What follows belongs to an exercise in optimizing a design on an open flow for small area; a production flow would make more cautious choices.
The RTL was checked by simulation tests, not by an equivalence proof against the original design.
Power is estimated from default activity; no workload was simulated.

==> flow/design.v <==
module aqtc_symq (
    input  wire [23:0] y,
    input  wire        s,
    input  wire [3:0]  bap,
    output wire [3:0]  q
);
    wire [24:0] u  = {~s, y};
    wire b1 = (bap == 4'd1), b2 = (bap == 4'd2), b3 = (bap == 4'd3), b4 = (bap == 4'd4);
    wire b5 = ~(b1 | b2 | b3 | b4);
    wire neg = b3 | b5;
    wire [28:0] U0 = {4'b0, u};
    wire [28:0] X  = neg ? ~U0 : U0;
    wire [28:0] Y  = b1 ? U0 << 1 : b2 ? U0 << 2 : (b3 | b4) ? U0 << 3 : U0 << 4;
    wire [28:0] Z  = b4 ? U0 << 1 : 29'd0;
    wire [28:0] S1 = X ^ Y ^ Z;
    wire [28:0] C1 = {(X[27:0] & Y[27:0]) | (X[27:0] & Z[27:0]) | (Y[27:0] & Z[27:0]), neg};
    wire [29:0] c;
    assign c[0] = 1'b0;
    genvar i;
    generate for (i = 0; i < 29; i = i + 1) begin : g_chain
        assign c[i+1] = (S1[i] & C1[i]) | (c[i] & (S1[i] | C1[i]));
    end endgenerate
    assign q = S1[28:25] ^ C1[28:25] ^ c[28:25];
endmodule
module aqtc_asymq (
    input  wire [23:9] y,         
    input  wire        s,         
    input  wire        in_range,
    input  wire [3:0]  bap,       
    output wire [15:0] code
);
    wire [15:0] yc = {s, in_range ? y : {15{~s}}};
    reg  [3:0]  r;                
    always @(*) begin
        case (bap)
            4'd14:   r = 4'd2;
            4'd15:   r = 4'd0;
            default: r = 4'd1 - bap;    
        endcase
    end
    assign code = yc >> r;
endmodule
module aqtc_qelem (
    input  wire        clk,
    input  wire        rst,
    input  wire        in_valid,
    input  wire        in_qblk,
    input  wire [10:0] in_slot,
    input  wire [31:0] in_c,
    input  wire [7:0]  in_e,
    input  wire [3:0]  in_bap,
    output wire        out_valid,
    output wire [2:0]  out_err,
    output wire [10:0] out_slot,
    output wire [31:0] out_word,
    output wire        out_hwe,
    output wire [10:0] out_hslot,
    output wire [15:0] out_hval
);
    wire       elem   = in_valid & ~in_qblk & ~rst;
    wire       is0    = (in_bap == 4'd0);
    wire       is_sym = (in_bap >= 4'd1) && (in_bap <= 4'd5);
    wire       bad_e  = (in_e > 8'd24);
    wire       be     = ~is0 & bad_e;
    wire [4:0] k      = in_e[4:0];
    wire       s      = in_c[31];
    wire [30:0] d = in_c[30:0] ^ {31{s}};
    wire [23:0] thr;
    genvar j;
    generate for (j = 0; j < 24; j = j + 1) begin : g_thr
        assign thr[j] = ({1'b0, k} + j) >= 6'd24;
    end endgenerate
    wire in_range = ~(|d[30:24]) & ~(|(d[23:0] & thr));
    wire [23:0] y = in_c[23:0] << k;
    wire [3:0]  q;
    wire [15:0] code;
    aqtc_symq  u_symq  (.y(y), .s(s), .bap(in_bap), .q(q));
    aqtc_asymq u_asymq (.y(y[23:9]), .s(s), .in_range(in_range), .bap(in_bap), .code(code));
    wire qr  = is_sym & ~bad_e & ~in_range;
    wire okA = ~be & ~qr;
    wire wr  = elem & okA;
    reg  [1:0] cnt1, cnt2;
    reg        cnt4;
    reg [15:0] val;
    always @(*) begin
        val = 16'd0;
        if (okA) begin
            case (in_bap)
                4'd0: val = 16'd0;
                4'd1: case (cnt1)
                          2'd0:    val = {12'd0, q} * 16'd9;
                          2'd1:    val = 16'd128 + {12'd0, q} * 16'd3;
                          default: val = 16'd128 + {12'd0, q};
                      endcase
                4'd2: case (cnt2)
                          2'd0:    val = {12'd0, q} * 16'd25;
                          2'd1:    val = 16'd128 + {12'd0, q} * 16'd5;
                          default: val = 16'd128 + {12'd0, q};
                      endcase
                4'd3: val = {12'd0, q};
                4'd4: val = cnt4 ? 16'd128 + {12'd0, q} : {12'd0, q} * 16'd11;
                4'd5: val = {12'd0, q};
                default: val = code;
            endcase
        end
    end
    always @(posedge clk) begin
        if (rst || (in_valid && in_qblk)) begin
            cnt1 <= 2'd0;
            cnt2 <= 2'd0;
            cnt4 <= 1'b0;
        end else if (wr) begin
            if (in_bap == 4'd1) cnt1 <= (cnt1 == 2'd2) ? 2'd0 : cnt1 + 2'd1;
            if (in_bap == 4'd2) cnt2 <= (cnt2 == 2'd2) ? 2'd0 : cnt2 + 2'd1;
            if (in_bap == 4'd4) cnt4 <= ~cnt4;
        end
    end
    reg        wr_r, be_r, qr_r;
    reg [3:0]  bap_r;
    reg [10:0] slot_r;
    reg [15:0] val_r;
    always @(posedge clk) begin
        wr_r   <= wr;
        be_r   <= elem & be;
        qr_r   <= elem & qr;
        bap_r  <= wr ? in_bap : 4'd0;
        slot_r <= in_slot;
        val_r  <= val;
    end
    reg [10:0] head1, head2, head4;
    reg [15:0] hval1, hval2, hval4;
    reg        eq12, eq14, eq24;      
    wire g1 = (bap_r == 4'd1);
    wire g2 = (bap_r == 4'd2);
    wire g4 = (bap_r == 4'd4);
    wire member = (g1 | g2 | g4) & val_r[7];
    wire m1 = g1 & val_r[7], m2 = g2 & val_r[7], m4 = g4 & val_r[7];
    wire o1 = g1 & ~val_r[7], o2 = g2 & ~val_r[7], o4 = g4 & ~val_r[7];
    wire [15:0] own_val = {val_r[15:7], val_r[6:0] & {7{~member}}};
    wire [10:0] ghead = ({11{m1}} & head1) | ({11{m2}} & head2) | ({11{m4}} & head4);
    wire [15:0] ghval = ({16{m1}} & hval1) | ({16{m2}} & hval2) | ({16{m4}} & hval4);
    wire [15:0] head_sum = ghval + {11'd0, val_r[4:0] & {5{member}}};
    wire hit1 = (head1 == slot_r);
    wire hit2 = (head2 == slot_r);
    wire hit4 = (head4 == slot_r);
    wire own1 = o1 | (wr_r & hit1);
    wire own2 = o2 | (wr_r & hit2);
    wire own4 = o4 | (wr_r & hit4);
    wire hw1  = m1 | (m2 & eq12) | (m4 & eq14);
    wire hw2  = m2 | (m1 & eq12) | (m4 & eq24);
    wire hw4  = m4 | (m1 & eq14) | (m2 & eq24);
    always @(posedge clk) begin
        if (o1) head1 <= slot_r;
        if (o2) head2 <= slot_r;
        if (o4) head4 <= slot_r;
        if (own1) hval1 <= own_val; else if (hw1) hval1 <= head_sum;
        if (own2) hval2 <= own_val; else if (hw2) hval2 <= head_sum;
        if (own4) hval4 <= own_val; else if (hw4) hval4 <= head_sum;
        if (o1) begin eq12 <= hit2; eq14 <= hit4; end
        if (o2) begin eq12 <= hit1; eq24 <= hit4; end
        if (o4) begin eq14 <= hit1; eq24 <= hit2; end
    end
    assign out_valid = wr_r | be_r | qr_r;
    assign out_err   = {qr_r, be_r, be_r};
    assign out_slot  = slot_r;
    assign out_word  = {8'd0, bap_r, 3'd0, member, own_val};
    assign out_hwe   = member;
    assign out_hslot = ghead;
    assign out_hval  = head_sum;
endmodule
==> flow/run.sh <==
#!/bin/bash
# synth_recipe.tcl (not shown) runs the flow's synth.tcl, then flattens the netlist and writes it again
# the make line also repeats each setting of config.mk as NAME=value (left out here)
make -C /OpenROAD-flow-scripts/flow DESIGN_CONFIG=/design/flow/config.mk WORK_HOME=/design/flow/orfs CLKGATE_MAP_FILE= SYNTH_SCRIPT=/design/flow/synth_recipe.tcl finish
==> flow/config.mk <==
export PLATFORM = sky130hd
export DESIGN_NAME = aqtc_qelem
export DESIGN_NICKNAME = aqtc_qelem
export VERILOG_FILES = /design/flow/design.v
export SDC_FILE = /design/flow/constraint.sdc
export NUM_CORES = 4
export LEC_CHECK = 0
export ABC_AREA = 1
export CAP_MARGIN = 20
export CORE_MARGIN = 2
export CORE_UTILIZATION = 40
export SLEW_MARGIN = 20
==> flow/constraint.sdc <==
create_clock -name core_clock -period 20.0 [get_ports {clk}]
set_input_delay 4.0000 -clock core_clock [delete_from_list [all_inputs] [get_ports {clk}]]
set_output_delay 4.0000 -clock core_clock [all_outputs]
set_load 0.01 [all_outputs]
==> qor.txt <==
ys async rst share - 0%
RSZ-0062 raised after global routing - no
hold buffers post-CTS - 0
Arr. time, crit path - 13230 ps
CP max stage delay - 900 ps
Clock Latency Late Sink - 410 ps
CTS tree - yes
Core Area - 28500 µm²
row count - 62
largest net degree at the start of global routing - 39
DP Wirelength - 26400 µm
sequential area share after synthesis - 28.7%
CTS Buffer Depth - 2
Peak supply drop - 0.0000579 V
Setup Fix Bufs, Post-CTS - 0
ANT cells - 0
fin nets - 1844
Final Setup Violations - 0
GRT Residual Overflow - 0
Tcrit/Tclk final - 64.7%
Post-CTS Resized - 0
Initial Util - 40.3%
DRT Wirelength - 34500 µm
WL/cell - 16.3 µm
fin crit period - 12940 ps
vias in the first global route - 10700
post-synthesis cell area - 11500 µm²
Lkg Pwr - 0.00557 µW
DIE AREA - 30100 µm²
die height - 174 µm
Final Max Slew Viols - 0
first-pass GRT wire length - 56100 µm
DR iter-0 viols - 1079
most frequent cells in the layout - nand2_1, inv_1, o21ai_0, nor2_1, clkdlybuf4s50_1
post-synthesis cell count - 1638
P&R area growth vs syn - 16.9%
Syn Area/Cell - 7.03 µm²
CTS Sinks - 123
Reg clk slew, reported paths - 50 ps
FF+latch count, synth - 123
outcome - finished clean
post-route ant nets - 0
H-tree depth - 4
via count - 11400
Warnings, synthesis - 2
gp weighted congestion - 0.950
layout cell share with drive strength beyond 1 - 6.13%
worst hold path type - reg2reg
most frequent CP cell - nand2_1
EDFF count, synth - 84
Req. time, crit path - 20290 ps
die width - 174 µm
I/O pins - 134
Synth cell types - 63
Setup crit end kind - flip-flop
gr usage total - 22.9%
relative slew slack - 24.9%
Tot Pwr - 984 µW
CTS Root Cell - clkbuf_16
Via density - 5.37
PD cells - 73.1 nW/µm²
Final Hold Violating Endpoints - 0
ys flop type - edfxtp_1
Max-Cap Viols - 0
initial antenna violation count - 0
commonest non-fill, non-tap cell in the layout - nand2_1
Fmax - 77.3 MHz
Worst Path Max Fanout - 26
CP max stage cell - xor2_1
DR DRC count - 0
Hold WS - 479 ps
kind of critical path - in2reg
final setup TNS - 0 ps
drt pass-1 iters - 5
worst setup margin - 7060 ps
I/O Buffers - 122
Layout Skew - 8.55 ps
fill cell count - 2983
Worst Max-Slew Pin Slew - 1120 ps
worst slack, placed - 6680 ps
startpoint class of the critical path - primary input
CTS buffer count - 17
## final timing paths
check / start / to / slack, ps / depth (start not counted)
setup / recovery: in_bap[1] / val_r[5]$_SDFF_PN0_ / 7060 / 54
hold / removal: cnt1[0]$_SDFFE_PP0P_ / cnt1[0]$_SDFFE_PP0P_ / 480 / 2
setup reg to reg: val_r[7]$_SDFF_PN0_ / hval4[15]$_DFFE_PP_ / 15920 / 18
hold reg to reg: cnt1[0]$_SDFFE_PP0P_ / cnt1[0]$_SDFFE_PP0P_ / 480 / 2
## where the power goes
part	total (µW)	internal, µW	leakage (µW)	switching (µW)
Sequential	279	274	0.00103	4.46
Combinational	424	167	0.00428	257
Clock	282	173	0.000257	109
Total	984	614	0.00557	370
## stage by stage
| stage | instance area [µm²] | instances | utilization, % |
|---|---|---|---|
| finish | 13500 | 2114 | 47.1 |
| global route | 13500 | 2114 | 47.1 |
| CTS | 13400 | 2113 | 47.1 |
| detailed placement | 12900 | 2081 | 45.2 |
| global placement | 12900 | 2079 | 45.1 |
| floorplan | 11500 | 1648 | - |
## state kept, by name (all words and copies together) (netlist names), 2 cells and up
register and count:
hval1 16, cnt1 2, bap_r 4, hval2 16, cnt2 2, head1 11
head4 11, val_r 16, hval4 16, slot_r 11, head2 11
## area by class of cell
type	instances	area [µm²]	area share (%)
repair buffers	140	1370	10.2
inverters	189	709	5.27
multi-input cells	1246	7050	52.4
clock buffers	20	447	3.32
clock inverters	12	100	0.744
well taps	384	480	3.57
flip-flops and latches	123	3300	24.5
## kinds of logic after synthesis
family	Yosys count	share of synthesized area [%]
other	1	0.0326
AND/OR/NAND/NOR	742	27.1
XOR/XNOR	89	6.77
flip-flops	123	28.7
AO/OA/AOI/OAI	326	16.5
multiplexers	10	0.870
adder cells (fa/ha/maj)	68	9.55
buffers and inverters	279	10.5
## Yosys cell counts (23+ instances only)
| master | number | share of area [%] |
|---|---|---|
| nand2_1 | 436 | 14 |
| inv_1 | 165 | 5.4 |
| o21ai_0 | 153 | 6.7 |
| nor2_1 | 126 | 4.1 |
| nand3_1 | 117 | 5.1 |
| edfxtp_1 | 84 | 22 |
| xor2_1 | 76 | 5.8 |
| a21oi_1 | 50 | 2.2 |
| dfxtp_1 | 39 | 6.8 |
| ha_1 | 35 | 3.8 |
| clkbuf_1 | 34 | 1.1 |
| fa_1 | 33 | 5.7 |
| buf_4 | 28 | 1.8 |
| o22ai_1 | 28 | 1.5 |
| o21ai_1 | 23 | 1.0 |
## layer usage
| metal | part of all wire, % | wire, µm | track usage (%) |
|---|---|---|---|
| met3 | 5.9 | 2020 | 2.65 |
| met5 | 0 | 0 | 0 |
| met2 | 49 | 16800 | 40.1 |
| met1 | 44 | 15100 | 30.1 |
| met4 | 1.4 | 494 | 5.92 |
## worst max-delay path: cells and delay by family
kind	cells	cell delay, ps
buffers and inverters	6	2060
AND/OR/NAND/NOR	31	2490
adder cells (fa/ha/maj)	7	2560
XOR/XNOR	3	1180
AO/OA/AOI/OAI	7	920

-- what the ideal ports hide --
The flow's constraints put no driver on any port. The routed layout listed below was extracted and timed again, unchanged, in two steps. Step 1 sets driving cells, clkbuf_16 on the clock port and buf_2 on the other inputs (assumed; they add their load-dependent delay and slew). Step 2 times the ports against the registers' clock, not the clock port: input delays grow and output delays shrink by t, the midpoint of the rising clock arrivals with the driver on. Slacks: ideal / step 1 / step 2; pairs: ideal / step 1.
shift t [ns]: 0.447
setup WS [ns]: 7.065 / 7.087 / 6.640
worst setup path at the end: input to register
slew at the worst register clock pin (ns): 0.06 / 0.06
After both steps this run still meets setup and hold. The setup slack of this run moves by +0.022 ns with the drivers and by -0.425 ns with both steps.
